This design comes from an exercise in tuning for small area, a short achievable clock period and few clock cycles per item on the open sky130 flow, not from production work.
Function was checked by simulation only, so behaviour that the tests miss may differ from the original.

v35:
==> flow/design.v <==
module sdr_cbuild (
    input  wire        clk,
    input  wire        rst,          
    input  wire        start,        
    input  wire        qam,          
    input  wire [15:0] arg,          
    output reg         busy,
    output reg         done,         
    output reg  [7:0]  err,          
    output reg  [31:0] cinfo,        
    output reg         clut_we,
    output reg  [7:0]  clut_waddr,
    output wire [31:0] clut_wdata
);
    reg         st_chk, st_setup, st_half, st_write;
    reg         flip_r;      
    reg         wrap_r;      
    reg         cend_r;      
    reg         lastc_r;     
    reg         bw_r;        
    reg         mode;        
    reg  [8:0]  m;           
    reg         big;         
    reg  [7:0]  R1;          
    reg  [8:0]  R2;          
    reg  [1:0]  p1, p2;      
    reg  [9:0]  x2n;         
    reg  [32:0] q;           
    reg  [34:0] acc;         
    reg  [15:0] vB;          
    reg  [7:0]  rc;          
    reg         ph;          
    reg  [4:0]  cc;          
    reg  [3:0]  b;           
    reg  [4:0]  kk;          
    assign clut_wdata = {acc[34:19], vB};
    wire accept = start & ~busy;
    wire [8:0] mb   = cinfo[8:0];
    wire       qb_m = cinfo[16];
    wire       even = ~mb[0];    
    reg  [4:0] k_lut;
    reg        sq_lut;
    always @(*) begin
        sq_lut = 1'b1;
        case (m)
        9'd4:   begin k_lut = 5'd2;   end
        9'd9:   begin k_lut = 5'd3;   end
        9'd16:  begin k_lut = 5'd4;  end
        9'd25:  begin k_lut = 5'd5;  end
        9'd36:  begin k_lut = 5'd6;  end
        9'd49:  begin k_lut = 5'd7;  end
        9'd64:  begin k_lut = 5'd8;  end
        9'd81:  begin k_lut = 5'd9;  end
        9'd100: begin k_lut = 5'd10; end
        9'd121: begin k_lut = 5'd11; end
        9'd144: begin k_lut = 5'd12; end
        9'd169: begin k_lut = 5'd13; end
        9'd196: begin k_lut = 5'd14; end
        9'd225: begin k_lut = 5'd15; end
        9'd256: begin k_lut = 5'd16; end
        default: begin k_lut = 5'd0; sq_lut = 1'b0; end
        endcase
    end
    wire [8:0] a0_sum = mb + {4'd0, kk};
    wire [7:0] a0_lut = even ? a0_sum[8:1] : mb[8:1];
    wire [8:0] n_lev = qb_m ? {4'd0, kk} : mb;         
    wire [7:0] c0    = n_lev[8:1];                    
    wire [7:0] h1m1  = c0 - {7'd0, even};             
    wire [7:0] h2m1  = c0 - 8'd1;                     
    wire [3:0] kc0m1 = kk[4:1] - 4'd1;                
    wire e_zero = ~big & (m == 9'd0);
    wire e_one  = ~big & (m == 9'd1);
    wire e_big  = big | (m[8] & (|m[7:0]));
    wire e_sq   = mode & ~sq_lut;
    wire fail   = e_zero | e_one | e_big | e_sq;
    wire [7:0] err_code = e_zero ? 8'h11 : e_one ? 8'h21 : e_big ? 8'h31 :
                          e_sq ? 8'h41 : 8'h00;
    reg         pow2;        
    reg  [3:0]  log2m;       
    always @(*) begin
        pow2 = 1'b1;
        case (m)
        9'd2:   log2m = 4'd1;
        9'd4:   log2m = 4'd2;
        9'd8:   log2m = 4'd3;
        9'd16:  log2m = 4'd4;
        9'd32:  log2m = 4'd5;
        9'd64:  log2m = 4'd6;
        9'd128: log2m = 4'd7;
        9'd256: log2m = 4'd8;
        default: begin pow2 = 1'b0; log2m = 4'd0; end
        endcase
    end
    wire [9:0] d1a  = {1'b0, R1, 1'b1} - {1'b0, m};        
    wire       g1a  = ~d1a[9];
    wire [7:0] r1a  = g1a ? d1a[7:0] : {R1[6:0], 1'b0};
    wire [9:0] d1b  = {1'b0, r1a, 1'b1} - {1'b0, m};
    wire       g1b  = ~d1b[9];
    wire [7:0] r1b  = g1b ? d1b[7:0] : {r1a[6:0], 1'b0};
    wire [9:0]  t2a  = {R2, p1[1]};
    wire [10:0] s2a  = {1'b0, t2a} + {1'b0, x2n};
    wire        g2a  = s2a[10];
    wire [8:0]  r2a  = g2a ? s2a[8:0] : t2a[8:0];
    wire [9:0]  t2b  = {r2a, p1[0]};
    wire [10:0] s2b  = {1'b0, t2b} + {1'b0, x2n};
    wire        g2b  = s2b[10];
    wire [8:0]  r2b  = g2b ? s2b[8:0] : t2b[8:0];
    wire        st_sq   = st_chk | st_setup;        
    wire        sgn     = acc[34];
    wire        inv     = st_sq & ~sgn;
    wire        cst     = st_half | flip_r;
    wire [34:0] add_a   = st_sq ? {acc[32:0], p2} : (acc ^ {35{flip_r}});
    wire [32:0] qb      = (q ^ {33{inv}}) & {33{~cst}};
    wire [34:0] add_b   = {qb, st_sq, st_sq ? sgn : (~cst | (st_half & even))}
                        | (st_half ? 35'h40000 : 35'd0)
                        | (flip_r  ? 35'h80000 : 35'd0);
    wire        add_c   = st_sq ? ~sgn : ~st_half;
    reg  [34:0] bk_g, bk_p;
    integer     bs, bi;
    always @(*) begin
        bk_g = add_a & add_b;
        bk_p = add_a ^ add_b;
        bk_g[0] = bk_g[0] | (bk_p[0] & add_c);
        for (bs = 1; bs < 35; bs = bs * 2)
            for (bi = 2 * bs - 1; bi < 35; bi = bi + 2 * bs) begin
                bk_g[bi] = bk_g[bi] | (bk_p[bi] & bk_g[bi - bs]);
                bk_p[bi] = bk_p[bi] & bk_p[bi - bs];
            end
        for (bs = 16; bs >= 1; bs = bs / 2)
            for (bi = 3 * bs - 1; bi < 35; bi = bi + 2 * bs) begin
                bk_g[bi] = bk_g[bi] | (bk_p[bi] & bk_g[bi - bs]);
                bk_p[bi] = bk_p[bi] & bk_p[bi - bs];
            end
    end
    wire [34:0] sum     = (add_a ^ add_b) ^ {bk_g[33:0], add_c};
    wire        rbit    = ~sum[34];                     
    wire        setup_last = st_setup & (rc == 8'd0);
    wire        turn    = flip_r | wrap_r;
    wire [7:0]  rc_n    = turn ? (flip_r ? h2m1 : h1m1) : rc - 8'd1;
    wire        rcz_n   = turn ? (flip_r ? (h2m1 == 8'd0) : (h1m1 == 8'd0)) : (rc == 8'd1);
    wire        ph_n    = ph ^ turn;
    wire [3:0]  b_nx    = bw_r ? 4'd0 : b + 4'd1;
    wire        cend_n  = ~cend_r & (cc == 5'd1);
    wire        lastc_n = cend_r ? (b_nx == kc0m1) : lastc_r;
    wire        last    = qb_m ? (cend_r & lastc_r) : wrap_r;
    wire        last_nx = qb_m ? (cend_n & lastc_n) : (rcz_n & ph_n);
    wire [3:0]  b_new   = cend_r ? b_nx : b;
    wire [7:0]  addr_inc = (~qb_m | (cend_r & bw_r)) ? 8'd0 : {3'd0, kk};
    wire [7:0]  addr_nx  = flip_r ? {4'd0, b_new & {4{qb_m}}} :
                           clut_waddr + addr_inc + {7'd0, ~qb_m | cend_r};
    always @(posedge clk) begin
        if (rst) begin
            st_chk   <= 1'b0;
            st_setup <= 1'b0;
            st_half  <= 1'b0;
            st_write <= 1'b0;
            busy     <= 1'b0;
            done     <= 1'b0;
            err      <= 8'd0;
            cinfo    <= 32'd0;
            clut_we  <= 1'b0;
        end else begin
            st_chk   <= accept;
            st_setup <= (st_chk & ~fail) | (st_setup & ~setup_last);
            st_half  <= setup_last;
            st_write <= st_half | (st_write & ~last);
            clut_we  <= st_half | (st_write & ~last);
            done     <= (st_chk & fail) | (st_write & ~last & last_nx);
            if (accept)
                busy <= 1'b1;
            else if ((st_chk & fail) | (st_write & last_nx))
                busy <= 1'b0;
            if (st_chk) begin
                err <= err_code;
                if (!fail)
                    cinfo <= {1'b1, 13'd0, pow2, mode, log2m, 3'd0, m};
            end
        end
    end
    always @(posedge clk) begin
        if (!busy) begin
            mode <= qam;
            m    <= arg[8:0];
            big  <= |arg[15:9];
            x2n  <= ~(qam ? 10'd1 : {1'b0, arg[8:0]});
            if (arg[8:0] <= 9'd4) begin
                R1 <= (arg[8:0] == 9'd3) ? 8'd1 : 8'd0;
                p1 <= (arg[8:0] == 9'd2) ? 2'd3 : 2'd1;
            end else begin
                p1 <= 2'd0;
                R1 <= ~(|arg[8:4]) ? 8'd3 : ~(|arg[8:6]) ? 8'd12 :
                      ~(arg[8] | (&arg[7:5])) ? 8'd48 : 8'd192;
            end
            rc  <= ~(|arg[8:4]) ? 8'd33 : ~(|arg[8:6]) ? 8'd32 :
                   ~(arg[8] | (&arg[7:5])) ? 8'd31 : 8'd30;
            R2  <= 9'd0;
            p2  <= 2'd0;
            acc <= 35'd0;
            q   <= 33'd0;
        end else begin
            R1  <= r1b;
            p1  <= {g1a, g1b};
            R2  <= r2b;
            p2  <= {g2a, g2b};
            if (setup_last)
                acc <= {1'b0, q[31:0] & {32{even}}, rbit & even, 1'b0};
            else
                acc <= sum;
            if (st_sq)
                q <= {q[31:0], rbit};
        end
        if (st_chk)
            kk <= k_lut;
        if (st_sq)
            rc <= rc - 8'd1;
        flip_r <= 1'b0;
        wrap_r <= 1'b0;
        cend_r <= 1'b0;
        if (st_half) begin
            rc         <= h1m1;
            ph         <= 1'b0;
            flip_r     <= (h1m1 == 8'd0);
            cc         <= kk;
            lastc_r    <= 1'b0;
            b          <= c0[3:0];
            bw_r       <= ({1'b0, c0[3:0]} == kk - 5'd1);
            clut_waddr <= qb_m ? a0_lut : c0;
            vB         <= qb_m ? sum[34:19] : 16'd0;
        end
        if (st_write && busy) begin    
            rc      <= rc_n;
            ph      <= ph_n;
            flip_r  <= rcz_n & ~ph_n;
            wrap_r  <= rcz_n & ph_n;
            cend_r  <= qb_m & cend_n;
            cc      <= cend_r ? kk : cc - 5'd1;
            lastc_r <= lastc_n;
            clut_waddr <= addr_nx;
            if (cend_r) begin
                b    <= b_nx;
                bw_r <= ({1'b0, b_nx} == kk - 5'd1);
                vB   <= sum[34:19];
            end
        end
    end
endmodule
==> flow/config.mk <==
export PLATFORM = sky130hd
export DESIGN_NAME = sdr_cbuild
export DESIGN_NICKNAME = sdr_cbuild
export VERILOG_FILES = /design/flow/design.v
export SDC_FILE = /design/flow/constraint.sdc
export NUM_CORES = 4
export LEC_CHECK = 0
export ABC_AREA = 1
export CAP_MARGIN = 20
export CORE_MARGIN = 2
export CORE_UTILIZATION = 55
export SLEW_MARGIN = 20
==> flow/constraint.sdc <==
create_clock -name core_clock -period 13.0 [get_ports {clk}]
set_input_delay 2.6000 -clock core_clock [delete_from_list [all_inputs] [get_ports {clk}]]
set_output_delay 2.6000 -clock core_clock [all_outputs]
set_load 0.01 [all_outputs]
standard.sh (not shown) runs the stock make flow with config.mk's settings and CLKGATE_MAP_FILE= SYNTH_SCRIPT=/design/flow/synth_recipe.tcl, a recipe that flattens the netlist after the stock synthesis.
==> flow/flow/run.sh <==
#!/bin/bash
# Standard ORFS layout (the standard.sh, standard synthesis unchanged), with the
# timing repair asked to over-fix setup and the ports buffered with buf_2 cells: the
# clock period and constraints are the design's own; only the resizer's target slack
# and the port buffer cell differ from the default flow.
set -euo pipefail
export SETUP_SLACK_MARGIN=${SETUP_MARGIN:-9.4}
export BUFFER_PORTS_ARGS="-buffer_cell sky130_fd_sc_hd__buf_2"
bash standard.sh synth > synth.log 2>&1
bash standard.sh > layout.log 2>&1
Testbench counts of v35, summed over its fixed seeds: cycles 13,890, builds 96.
Changes in v6 relative to v35:
- a change of CORE_UTILIZATION from 55 to 62
Notes after the runs:
- Compared with v35, v6 shows a lower combinational share of power.
- Looking at launch point of the worst path, the clut_waddr[7] result is from v35; the clut_waddr[6] one comes from v6.
- | post-route clock period utilization | v35 vs v6 | ≈ equal |
- v6 vs. v35: peak supply drop higher; met1 track demand over resource saw an increase; headroom to the max-slew limit decreased by 24 points relative to the old numbers; fmax held; design area now sits lower.
- Per the comparison of v6 with v35, share of layout cells above drive strength 1 now sits higher; floorplan die area now sits lower; final standard cell count with taps included and fillers excluded now sits lower.

separate check: timing with driven ports:
In the flow no input, the clock included, has a driving cell. The finished layouts below were timed again as built, in two steps.
Step 1, drivers: a clkbuf_16 drives clk and a buf_2 each remaining input, both assumed.
Step 2 moves the port delays by t, midway between the first and last clock arrival at a register: inputs arrive t later, outputs are due t later. That takes back most of the time a late clock gives input paths.
Slacks: ideal / step 1 / step 2; pairs: ideal / step 1.
run	t (ns)	slack for setup (ns)	worst hold slack (ns)	pins driven straight from the clock port
v35	0.485	9.385 / 9.338 / 9.021	0.451 / 0.451 / 0.451	1
v6	0.481	9.378 / 9.330 / 9.019	0.453 / 0.453 / 0.453	1
After both steps every run listed still meets setup and hold. For v35, which loses most, drivers alone change the setup slack by -0.047 ns; drivers and shift together by -0.364 ns.
